From an optimization exercise on the open Yosys and OpenROAD flow, aimed at small area, a short achievable clock period and few clock cycles; shortcuts taken in it are not production practice.
Function not checked in this run: the RTL went through the layout flow alone.
No activity file was given, so power comes from the tool's default toggle rates.

==> flow/design.v <==
module cc_core (
    input  wire [7:0] a,         
    input  wire [7:0] x,         
    input  wire       sub,       
    input  wire       up,        
    input  wire       tgt_op,    
    input  wire       en,        
    output wire [7:0] as_res,    
    output wire [7:0] step,      
    output wire       mv         
);
    wire [8:0] s = {1'b0, a} + {1'b0, x ^ {8{sub}}} + {8'd0, sub};
    assign as_res = (s[8] ^ sub) ? {8{~sub}} : s[7:0];
    wire [7:0] t = tgt_op ? x : {8{up}};
    assign mv   = en & (up ? (a < t) : (a > t));
    assign step = mv ? (up ? a + 8'd1 : a - 8'd1) : a;
endmodule
module cc_pool #(
    parameter NCORES = 4         
) (
    input  wire                 clk,
    input  wire                 rst,
    input  wire                 cfg_target_op,
    input  wire                 cfg_palette,
    input  wire                 cfg_tie_red,
    input  wire                 cfg_rot_left,
    input  wire                 cfg_blue_arith,
    input  wire                 cfg_acc_first,
    input  wire [3:0]           cfg_arith_en,
    input  wire                 tick,
    input  wire [NCORES-1:0]    cell_valid,
    input  wire [32*NCORES-1:0] cell_data,
    input  wire [NCORES-1:0]    cell_last,
    output wire [NCORES-1:0]    cell_ready,
    output reg                  out_valid,
    output reg  [1:0]           out_core,
    output reg  [23:0]          out_rgb,
    input  wire                 out_ready,
    output wire [NCORES-1:0]    done
);
    localparam PH_ONE = 2'd0, PH_RAMP = 2'd1, PH_SET2 = 2'd2, PH_LAST = 2'd3;
    localparam PH_WAIT = 2'd0, PH_MDQ = 2'd1, PH_MDR = 2'd2, PH_FIN = 2'd3;
    localparam X_ADD = 3'd0, X_SUB = 3'd1, X_SET = 3'd2, X_ROT = 3'd3,
               X_NOP = 3'd4, X_DLY = 3'd5, X_MUL = 3'd6, X_DIV = 3'd7;
    reg       q_tgt_op, q_palette, q_tie_red, q_rot_left, q_blue_on, q_acc_first;
    reg [3:0] q_en;
    reg       tick_q;
    always @(posedge clk) begin
        q_tgt_op    <= cfg_target_op;
        q_palette   <= cfg_palette;
        q_tie_red   <= cfg_tie_red;
        q_rot_left  <= cfg_rot_left;
        q_blue_on   <= cfg_blue_arith & ~cfg_palette;
        q_acc_first <= cfg_acc_first;
        q_en        <= cfg_arith_en;
        tick_q      <= tick;
    end
    reg [95:0] acc;              
    reg [95:0] opd;              
    reg [3:0]  rdy;              
    reg [3:0]  nd;               
    reg [7:0]  ph;
    reg [11:0] opx;
    reg [3:0]  first, last, done_r;
    assign cell_ready = rdy;
    assign done       = done_r;
    reg  [1:0]  sel;
    reg         sel_v;
    wire        go   = ~out_valid | out_ready;
    wire        fire = sel_v & go;
    wire [23:0] eX   = opd[24*sel +: 24];
    wire [23:0] eA   = acc[24*sel +: 24];
    wire        e_first = first[sel];
    wire [1:0]  e_ph = ph[2*sel +: 2];
    wire [2:0]  e_ox = opx[3*sel +: 3];
    wire [23:0] as_res, step;
    wire [2:0]  mv;
    genvar l;
    generate
        for (l = 0; l < 3; l = l + 1) begin : lane
            cc_core u_lane (
                .a(eA[8*l +: 8]), .x(eX[8*l +: 8]),
                .sub(e_ox[0]), .up(e_ox[0]), .tgt_op(q_tgt_op), .en(e_ph == PH_RAMP),
                .as_res(as_res[8*l +: 8]), .step(step[8*l +: 8]), .mv(mv[l]));
        end
    endgenerate
    wire any_mv = |mv;
    wire [23:0] rot = q_rot_left ? {eA[15:0], eA[23:16]} : {eA[7:0], eA[23:8]};
    wire [23:0] cp_res;
    wire        e_md  = (e_ox[2:1] == 2'b11);        
    wire        e_quiet = (e_ph == PH_ONE) & ((e_ox == X_DLY) | e_md);
    wire r_as  = ~e_first & (e_ph == PH_ONE) & (e_ox[2:1] == 2'b00);
    wire r_x   = e_first | ((e_ph == PH_ONE) & (e_ox == X_SET)) | ((e_ph == PH_LAST) & ~e_md);
    wire r_rot = ~e_first & (e_ph == PH_ONE) & (e_ox == X_ROT);
    wire r_cp  = ~e_first & (e_ph == PH_LAST) & e_md;
    wire [23:0] xv  = (e_first & ~q_acc_first) ? 24'd0 : eX;
    wire [23:0] res = r_as  ? {as_res[23:8], q_blue_on ? as_res[7:0] : eA[7:0]}
                    : r_x   ? xv
                    : r_rot ? rot
                    : r_cp  ? cp_res
                    : step;
    wire [8:0] e_rg    = {1'b0, eX[15:8]} - {1'b0, eX[23:16]} - {8'd0, q_tie_red};
    wire       red_dom = e_rg[8];
    wire [23:0] colour = ~q_palette ? res
                       : red_dom    ? {res[23:16], 16'h0000}
                                    : {8'h00, res[15:8], 8'h00};
    always @(posedge clk) begin
        if (rst)
            out_valid <= 1'b0;
        else if (go)
            out_valid <= sel_v & ~e_quiet & ~e_first;
        if (go) begin
            out_core <= sel;
            out_rgb  <= colour;
        end
    end
    wire [6:0] e_dsum = eX[22:16] + eX[14:8] + eX[6:0];
    localparam CP_IDLE = 2'd0, CP_RUN = 2'd1, CP_RES = 2'd2;
    reg  [1:0]  cp_st;
    reg  [1:0]  cp_id;
    reg         cp_div;
    reg  [2:0]  cp_cnt;
    reg  [23:0] cpA, cpR;
    wire [23:0] cpX = opd[24*cp_id +: 24];
    wire        cp_fin = (cp_st == CP_RUN) & (cp_cnt == 3'd7);
    wire        cp_ld   = sel_v & ~e_first & (e_ph == PH_ONE) & e_md & (cp_st == CP_IDLE);
    wire        cp_take = cp_ld & go;
    assign cp_res = cpA;
    wire [23:0] cpA_step, cpR_step;
    wire [2:0]  cp_act;
    generate
        for (l = 0; l < 3; l = l + 1) begin : cplane
            wire [7:0] a  = cpA[8*l +: 8];
            wire [7:0] r  = cpR[8*l +: 8];
            wire [7:0] x  = cpX[8*l +: 8];
            wire       xb = x[~cp_cnt];              
            wire [8:0] p  = {r, cp_div & a[7]};
            wire [8:0] q  = cp_div ? ~{1'b0, x} : {1'b0, xb ? a : 8'h00};
            wire [9:0] s  = {1'b0, p} + {1'b0, q} + {9'd0, cp_div};
            wire       ge = s[9];
            wire [7:0] r_n = (cp_div & ~ge) ? p[7:0] : s[7:0];
            assign cp_act[l] = (~cp_div | (|x)) & ((l != 0) | q_blue_on);
            assign cpR_step[8*l +: 8] = r_n;
            assign cpA_step[8*l +: 8] = cp_div ? {a[6:0], ge}
                                      : (cp_cnt == 3'd7) ? r_n : a;
        end
    endgenerate
    integer m;
    always @(posedge clk) begin
        if (rst)
            cp_st <= CP_IDLE;
        else case (cp_st)
            CP_IDLE: if (cp_take) cp_st <= CP_RUN;
            CP_RUN:  if (cp_cnt == 3'd7) cp_st <= CP_RES;
            default: if (cp_free) cp_st <= CP_IDLE;
        endcase
        if (cp_ld) begin
            cp_id  <= sel;
            cp_div <= e_ox[0];
            cpA    <= eA;
        end else if (cp_st == CP_RUN) begin
            for (m = 0; m < 3; m = m + 1)
                if (cp_act[m])
                    cpA[8*m +: 8] <= cpA_step[8*m +: 8];
        end
        if (cp_st == CP_RUN) begin
            cpR    <= cpR_step;
            cp_cnt <= cp_cnt + 3'd1;
        end else begin
            cpR    <= 24'd0;
            cp_cnt <= 3'd0;
        end
    end
    wire       cp_rel  = (cp_st == CP_RES) & sel_v & (sel == cp_id) & (e_ph == PH_LAST);
    wire       cp_free = cp_rel & go;
    wire [3:0] mdq;
    reg  [3:0] wake_p;      
    integer i;
    always @(*) begin
        wake_p = 4'd0;
        for (i = 3; i >= 0; i = i - 1)
            if (mdq[i]) wake_p = 4'd1 << i;
        if (!cp_rel) wake_p = 4'd0;
    end
    wire [3:0] wake = go ? wake_p : 4'd0;
    wire [3:0] nd_d, nd1, nd0;
    genvar k;
    generate
        for (k = 0; k < 4; k = k + 1) begin : core
            wire [7:0] c_op = cell_data[32*k +: 8];
            wire accept = rdy[k] & cell_valid[k];
            reg [1:0] dph;
            reg [2:0] dox;
            always @(*) begin
                dph = PH_ONE;
                dox = X_NOP;
                case (c_op)
                    8'd0: dox = X_DLY;
                    8'd1: if (q_en[0]) dox = X_ADD;
                    8'd2: if (q_en[1]) dox = X_SUB;
                    8'd3: if (q_en[2]) dox = X_MUL;
                    8'd4: if (q_en[3]) dox = X_DIV;
                    8'd5: dox = X_SET;
                    8'd6: dox = X_ROT;
                    8'd7: begin dph = PH_RAMP; dox = 3'd0; end
                    8'd8: begin dph = PH_RAMP; dox = 3'd1; end
                    default: ;
                endcase
            end
            wire [1:0] p   = ph[2*k +: 2];
            wire [2:0] ox  = opx[3*k +: 3];
            wire [6:0] dc  = opd[24*k +: 7];
            wire in_wait = ~rdy[k] & ~nd[k] & (p == PH_WAIT);
            wire in_fin  = ~rdy[k] & ~nd[k] & (p == PH_FIN);
            assign mdq[k] = ~rdy[k] & ~nd[k] & (p == PH_MDQ);
            wire me      = fire & (sel == k);
            wire me_n    = me & ~first[k];           
            wire s_dly   = (p == PH_ONE) & (ox == X_DLY);
            wire s_md    = (p == PH_ONE) & (ox[2:1] == 2'b11);
            wire s_end   = ((p == PH_ONE) & ~s_md & ~s_dly) | (p == PH_LAST);
            wire dly0    = (e_dsum == 7'd0);
            wire w_end   = in_wait & tick_q & (dc == 7'd1);
            wire c_end   = (me_n & (s_end | (s_dly & dly0))) | w_end;
            wire out_busy = out_valid & (out_core == k) & ~out_ready;
            wire stay = nd[k] & ~((sel == k) & sel_v & ~first[k] &
                                  ((p == PH_ONE) | (p == PH_LAST)));
            wire fin_k = cp_fin & (cp_id == k);
            assign nd1[k] = rdy[k] ? cell_valid[k] : (stay | wake_p[k] | fin_k);
            assign nd0[k] = rdy[k] ? cell_valid[k] : (nd[k] | fin_k);
            assign nd_d[k] = ~rst & (go ? nd1[k] : nd0[k]);
            always @(posedge clk) begin
                if (rst) begin
                    rdy[k]    <= 1'b1;
                    first[k]  <= 1'b1;
                    done_r[k] <= 1'b0;
                end else begin
                    if (me)
                        first[k] <= 1'b0;
                    if (accept)
                        rdy[k]   <= 1'b0;
                    else if (c_end & ~last[k])
                        rdy[k]   <= 1'b1;
                    done_r[k] <= done_r[k] | (in_fin & ~out_busy);
                end
                nd[k] <= nd_d[k];
                if (accept) begin
                    last[k]       <= cell_last[k];
                    ph[2*k +: 2]  <= dph;
                    opx[3*k +: 3] <= dox;
                end else if (c_end) begin
                    ph[2*k +: 2]  <= PH_FIN;         
                end else if (me_n) begin
                    if (s_dly)                      ph[2*k +: 2] <= PH_WAIT;
                    else if (s_md)                  ph[2*k +: 2] <= cp_take ? PH_MDR : PH_MDQ;
                    else if (p == PH_SET2)          ph[2*k +: 2] <= PH_LAST;
                    else if (~any_mv)               ph[2*k +: 2] <= PH_SET2;    
                end else if (wake[k]) begin
                    ph[2*k +: 2]  <= PH_ONE;
                end else if (cp_fin & (cp_id == k)) begin
                    ph[2*k +: 2]  <= PH_LAST;
                end
                if (me)
                    acc[24*k +: 24] <= res;
                if (rdy[k])
                    opd[24*k +: 24] <= cell_data[32*k+8 +: 24];
                else if (me_n & s_dly)
                    opd[24*k +: 7]  <= e_dsum;
                else if (in_wait & tick_q)
                    opd[24*k +: 7]  <= dc - 7'd1;
            end
        end
    endgenerate
    function [1:0] rr;
        input [3:0] need;
        input [1:0] last;
        integer j;
        reg [1:0] cand;
        begin
            rr = last;
            for (j = 3; j >= 0; j = j - 1) begin
                cand = last + 2'd1 + j[1:0];
                if (need[cand]) rr = cand;
            end
        end
    endfunction
    wire [1:0] nsel1 = rr(nd1, sel);
    wire [1:0] nsel0 = rr(nd0, sel);
    always @(posedge clk) begin
        sel_v <= ~rst & (go ? |nd1 : |nd0);
        sel   <= rst ? 2'd0 : go ? nsel1 : nsel0;
    end
endmodule
==> flow/flow/run.sh <==
#!/bin/bash
# Standard ORFS layout (the standard.sh, unchanged synthesis), with the
# timing repair steps aimed at a setup slack of 11.2 ns instead of 0.
bash standard.sh SETUP_SLACK_MARGIN=11.2 finish > standard.log 2>&1
==> flow/standard.sh <==
#!/bin/bash
# synth_recipe.tcl (not shown) runs the flow's synth.tcl, then flattens the netlist and writes it again
# the make line also repeats each setting of config.mk as NAME=value (left out here)
make -C /OpenROAD-flow-scripts/flow DESIGN_CONFIG=/design/flow/config.mk WORK_HOME=/design/flow/orfs CLKGATE_MAP_FILE= SYNTH_SCRIPT=/design/flow/synth_recipe.tcl "${@:-finish}"
==> flow/config.mk <==
export PLATFORM = sky130hd
export DESIGN_NAME = cc_pool
export DESIGN_NICKNAME = cc_pool
export VERILOG_FILES = /design/flow/design.v
export SDC_FILE = /design/flow/constraint.sdc
export NUM_CORES = 4
export LEC_CHECK = 0
export ABC_AREA = 1
export CAP_MARGIN = 20
export CORE_MARGIN = 2
export CORE_UTILIZATION = 60
export CTS_BUF_LIST = sky130_fd_sc_hd__clkbuf_16
export CTS_CLUSTER_DIAMETER = 60
export CTS_CLUSTER_SIZE = 25
export SLEW_MARGIN = 20
==> flow/constraint.sdc <==
create_clock -name core_clock -period 15.5 [get_ports {clk}]
set_input_delay 3.1000 -clock core_clock [delete_from_list [all_inputs] [get_ports {clk}]]
set_output_delay 3.1000 -clock core_clock [all_outputs]
set_load 0.01 [all_outputs]
==> impl_results.md <==
- IR drop worst, VDD: 0.2323 mV
- Post-synth EDFFs: 269
- Pwr/cell area: 230.0 mW/mm^2
- Root cell of the clock tree: clkbuf_16
- Design area: 0.02825 sq mm
- Main flop type after synthesis: edfxtp_1
- Outcome: finished clean
- Overall routed net length: 84.89 mm
- Cell variety after synth: 57
- Pre-CTS setup slack: 9.620 ns
- Synthesized area: 0.02341 sq mm
- Register bit total from synthesis: 329
- Worst-path cell chain: buf_2
- Family with the most delay on the worst path: flip-flops
- Fin. Hold Viols: 0
- TritonCTS clock tree: yes
- Crit path launch type: flip-flop
- Setup Viol. Count Final: 0
- RePlAce Congestion: 1.012
- PortBufs: 184
- RSZ-0062 raised after global routing: yes
- Starting Density: 0.6072
- Data arrival, critical path: 1.24 ns
- Drt wl/cell: 22.34 microns
- Maximum buffer depth of the clock tree: 3
- Leading area contributor after synthesis: edfxtp_1
- Commonest cells in the netlist: 906 x nand2_1, 338 x inv_1, 269 x edfxtp_1
- Final Max Tran Viols: 0
- Synth Net Count: 3362
- Largest net degree at the start of global routing: 102
- Starting DRT DRC Count: 2913
- Relative slew slack: 0.2686
- Reg clk slew, reported paths: 0.08 ns
- Asr flop ratio synth: 0
- Multi-input gate area: 0.01312 sq mm
- Hold Crit Class: reg2reg
- Combinational share of power: 0.664
- Share of cells above drive strength 1: 0.1210
- TNS Setup: 0 ns
- Synth warn: 1
- Post-synthesis instance total: 3059
- Fmax: 230.5 MHz
- Area of the core: 0.03856 sq mm
- Area share of the largest cell type after synthesis: 0.3450
- Clock power share: 0.135
- Reg power frac: 0.202
- Worst-path fanout max: 2
- CP peak stage delay: 0.46 ns
- WHS: 0.4647 ns
- Clk Latency, worst-skew pair: 0.62 ns
- Clock sinks: 329
- Placed inst area: 0.02563 sq mm
- TritonCTS Buffers: 31
- Die Footprint: 0.04062 sq mm
- First-pass GRT wire length: 124.4 mm
- Ranking of synthesized cells by area: edfxtp_1 35%, nand2_1 15%, ha_1 7.2%
- CP bufs+invs: 1
- Cell row count: 72
- Crit path required time: 12.40 ns
- Tcrit/Tclk final: 0.2799
- Via count: 23600
- Maxcap violations: 0
- Seq/Total Area, Yosys: 0.3963
- CTS HTree Levels: 1
- Most common cell in the netlist: nand2_1
- Number of global-route vias before repair: 22240
- IO Pins: 185
- Mean post-synth cell area: 7.654 sq um
- Critical Path End Type: output pin
- Total GRT Usage: 0.3967
- Slew @ Worst Pin: 1.091 ns
- First drt pass iteration count: 9
- WS Path Type: reg2out
- DP Wirelength: 58.58 mm
- Antenna violations before repair: 3
- Drt drc: 0
- Reg area: 0.009301 sq mm
- Die width: 201.5 microns
- Total grt overflow: 0
- Drt via density: 6.211
- Setup Skew: 0.02331 ns
- Net total in the final layout: 3558
- Fill count: 2997
- Final min period: 4.338 ns
- ANT nets after route: 0
- Net switching power: 0.003455 W
- Area growth syn-to-layout: 20.64%
- CP max-delay cell: edfxtp_1
- Sw Share: 0.5316
- Final setup margin: 11.16 ns
- Leak: 12.58 nW
- Pint: 0.003044 W
- Die height: 201.5 microns
final cells by class:
type,instances,share of cell area
antenna,2,0.0001772
clock inverter,27,0.01440
multi-input combinational,2271,0.4645
timing repair inverter,2,0.0006644
tap,518,0.02294
timing repair buffer,266,0.09200
clock buffer,31,0.02746
inverter,354,0.04855
sequential,329,0.3293
layer usage:
metal | wire, microns | GRT usage | vias up
met2 | 39390 | 0.6590 | 1603
met3 | 9472 | 0.07807 | 378
met4 | 5520 | 0.2064 | 0
met5 | 0 | 0 | -
met1 | 30510 | 0.4913 | 10930
li1 | - | - | 10690
logic make-up (layout without fill, tap and decap cells):
logic type,Yosys count,after routing,share of synthesized area
AND/OR/NAND/NOR,1464,1471,0.2601
AO/OA/AOI/OAI,555,555,0.1402
buffers and inverters,466,680,0.08112
flip-flops,329,329,0.3963
adder cells (fa/ha/maj),153,153,0.08753
XOR/XNOR,92,92,0.03474
other,0,2,0
power by group through the flow:
stage               logic (W)  registers (W)  clock network [W]
global placement      0.00381        0.00132                  0
floorplan             0.00270        0.00132                  0
detailed placement    0.00388        0.00132                  0
CTS                   0.00403        0.00130           0.000871
finish                0.00431        0.00131           0.000874
global route          0.00466        0.00132           0.000906
worst paths after layout:
check / from / end / slack (ns) / cells after the start
setup / recovery: out_core[1]$_DFFE_PN_ / out_core[1] / 11.16 / 1
hold / removal: done_r[2]$_SDFF_PP0_ / done_r[2]$_SDFF_PP0_ / 0.46 / 2
setup reg to reg: cp_id[0]$_DFFE_PP_ / cpA[2]$_DFFE_PP_ / 11.25 / 15
hold reg to reg: done_r[2]$_SDFF_PP0_ / done_r[2]$_SDFF_PP0_ / 0.46 / 2
placed cells by master, fill, tap and decap left out, drive strengths merged, types with 5 or more instances in the layout:
| master | Yosys | layout |
|---|---|---|
| a31oi | 33 | 33 |
| a221oi | 30 | 30 |
| dlymetal6s2s | 0 | 5 |
| a211oi | 9 | 9 |
| fa | 18 | 18 |
| dfxtp | 60 | 60 |
| edfxtp | 269 | 269 |
| xnor2 | 33 | 33 |
| clkbuf | 45 | 34 |
| o21a | 9 | 9 |
| and2 | 5 | 5 |
| a21oi | 205 | 205 |
| nand4 | 14 | 14 |
| buf | 67 | 107 |
| clkdlybuf4s50 | 0 | 143 |
| inv | 354 | 372 |
| o221ai | 12 | 12 |
| nor3 | 35 | 35 |
| nor2 | 230 | 233 |
| nor4 | 11 | 11 |
| o22ai | 19 | 19 |
| nand3b | 7 | 7 |
| o311ai | 8 | 8 |
| or2 | 11 | 11 |
| nand2 | 921 | 925 |
| o211ai | 23 | 23 |
| a22oi | 8 | 8 |
| o21bai | 6 | 6 |
| o2111ai | 5 | 5 |
| ha | 135 | 135 |
| xor2 | 59 | 59 |
| o21ai | 170 | 170 |
| nand3 | 230 | 230 |
| clkinv | 0 | 6 |
per-stage QoR:
stage	util	std cells	power, W
6_report	0.7326	3800	0.006498
5_1_grt	0.7325	3798	0.006890
4_1_cts	0.7102	3761	0.006205
3_5_place_dp	0.6646	3667	0.005205
3_3_place_gp	0.6646	3667	0.005129
2_1_floorplan	-	3059	0.004018
flip-flops by register name, summed over array words and instances, names as in the netlist, 8 cells and up:
signal and count:
cpR 24, opx 12, ph 8, opd 96
cpA 24, out_rgb 24, acc 96
worst min-delay path, cell delays in order, from the launching register on:
cell,delay [ns]
dfxtp_1,0.32
inv_1,0.05
a21oi_1,0.05
timing repair:
item	4_1_cts	5_1_grt
resized for setup	227	150
hold buffers	0	0
gates cloned	8	8
pin swaps	8	27
setup buffers	28	29
endpoints found under the setup margin	313	209
hold endpoints to repair	0	0

[port drivers added, routing unchanged]
In the flow no input, the clock included, has a driving cell. The finished layout below was timed again as built, in two steps.
Step 1: set_driving_cell puts a clkbuf_16 on clk and a buf_2 on each other input, an assumption about the parent block.
Step 2 times the ports against the registers' clock, not the clock port: input delays grow and output delays shrink by t, the midpoint of the rising clock arrivals with the driver on.
a / b / c = ideal ports / drivers / drivers and shift; a / b = the first two.
t (ns): 0.673
setup slack, ns: 11.162 / 11.101 / 10.605
worst setup path after step 2: input to register
worst register clock-pin slew, ns: 0.09 / 0.09
worst slew at a driven data input, ns: 0.06
After both steps this run still meets setup and hold. The setup slack of this run moves by -0.061 ns with the drivers and by -0.557 ns with both steps.
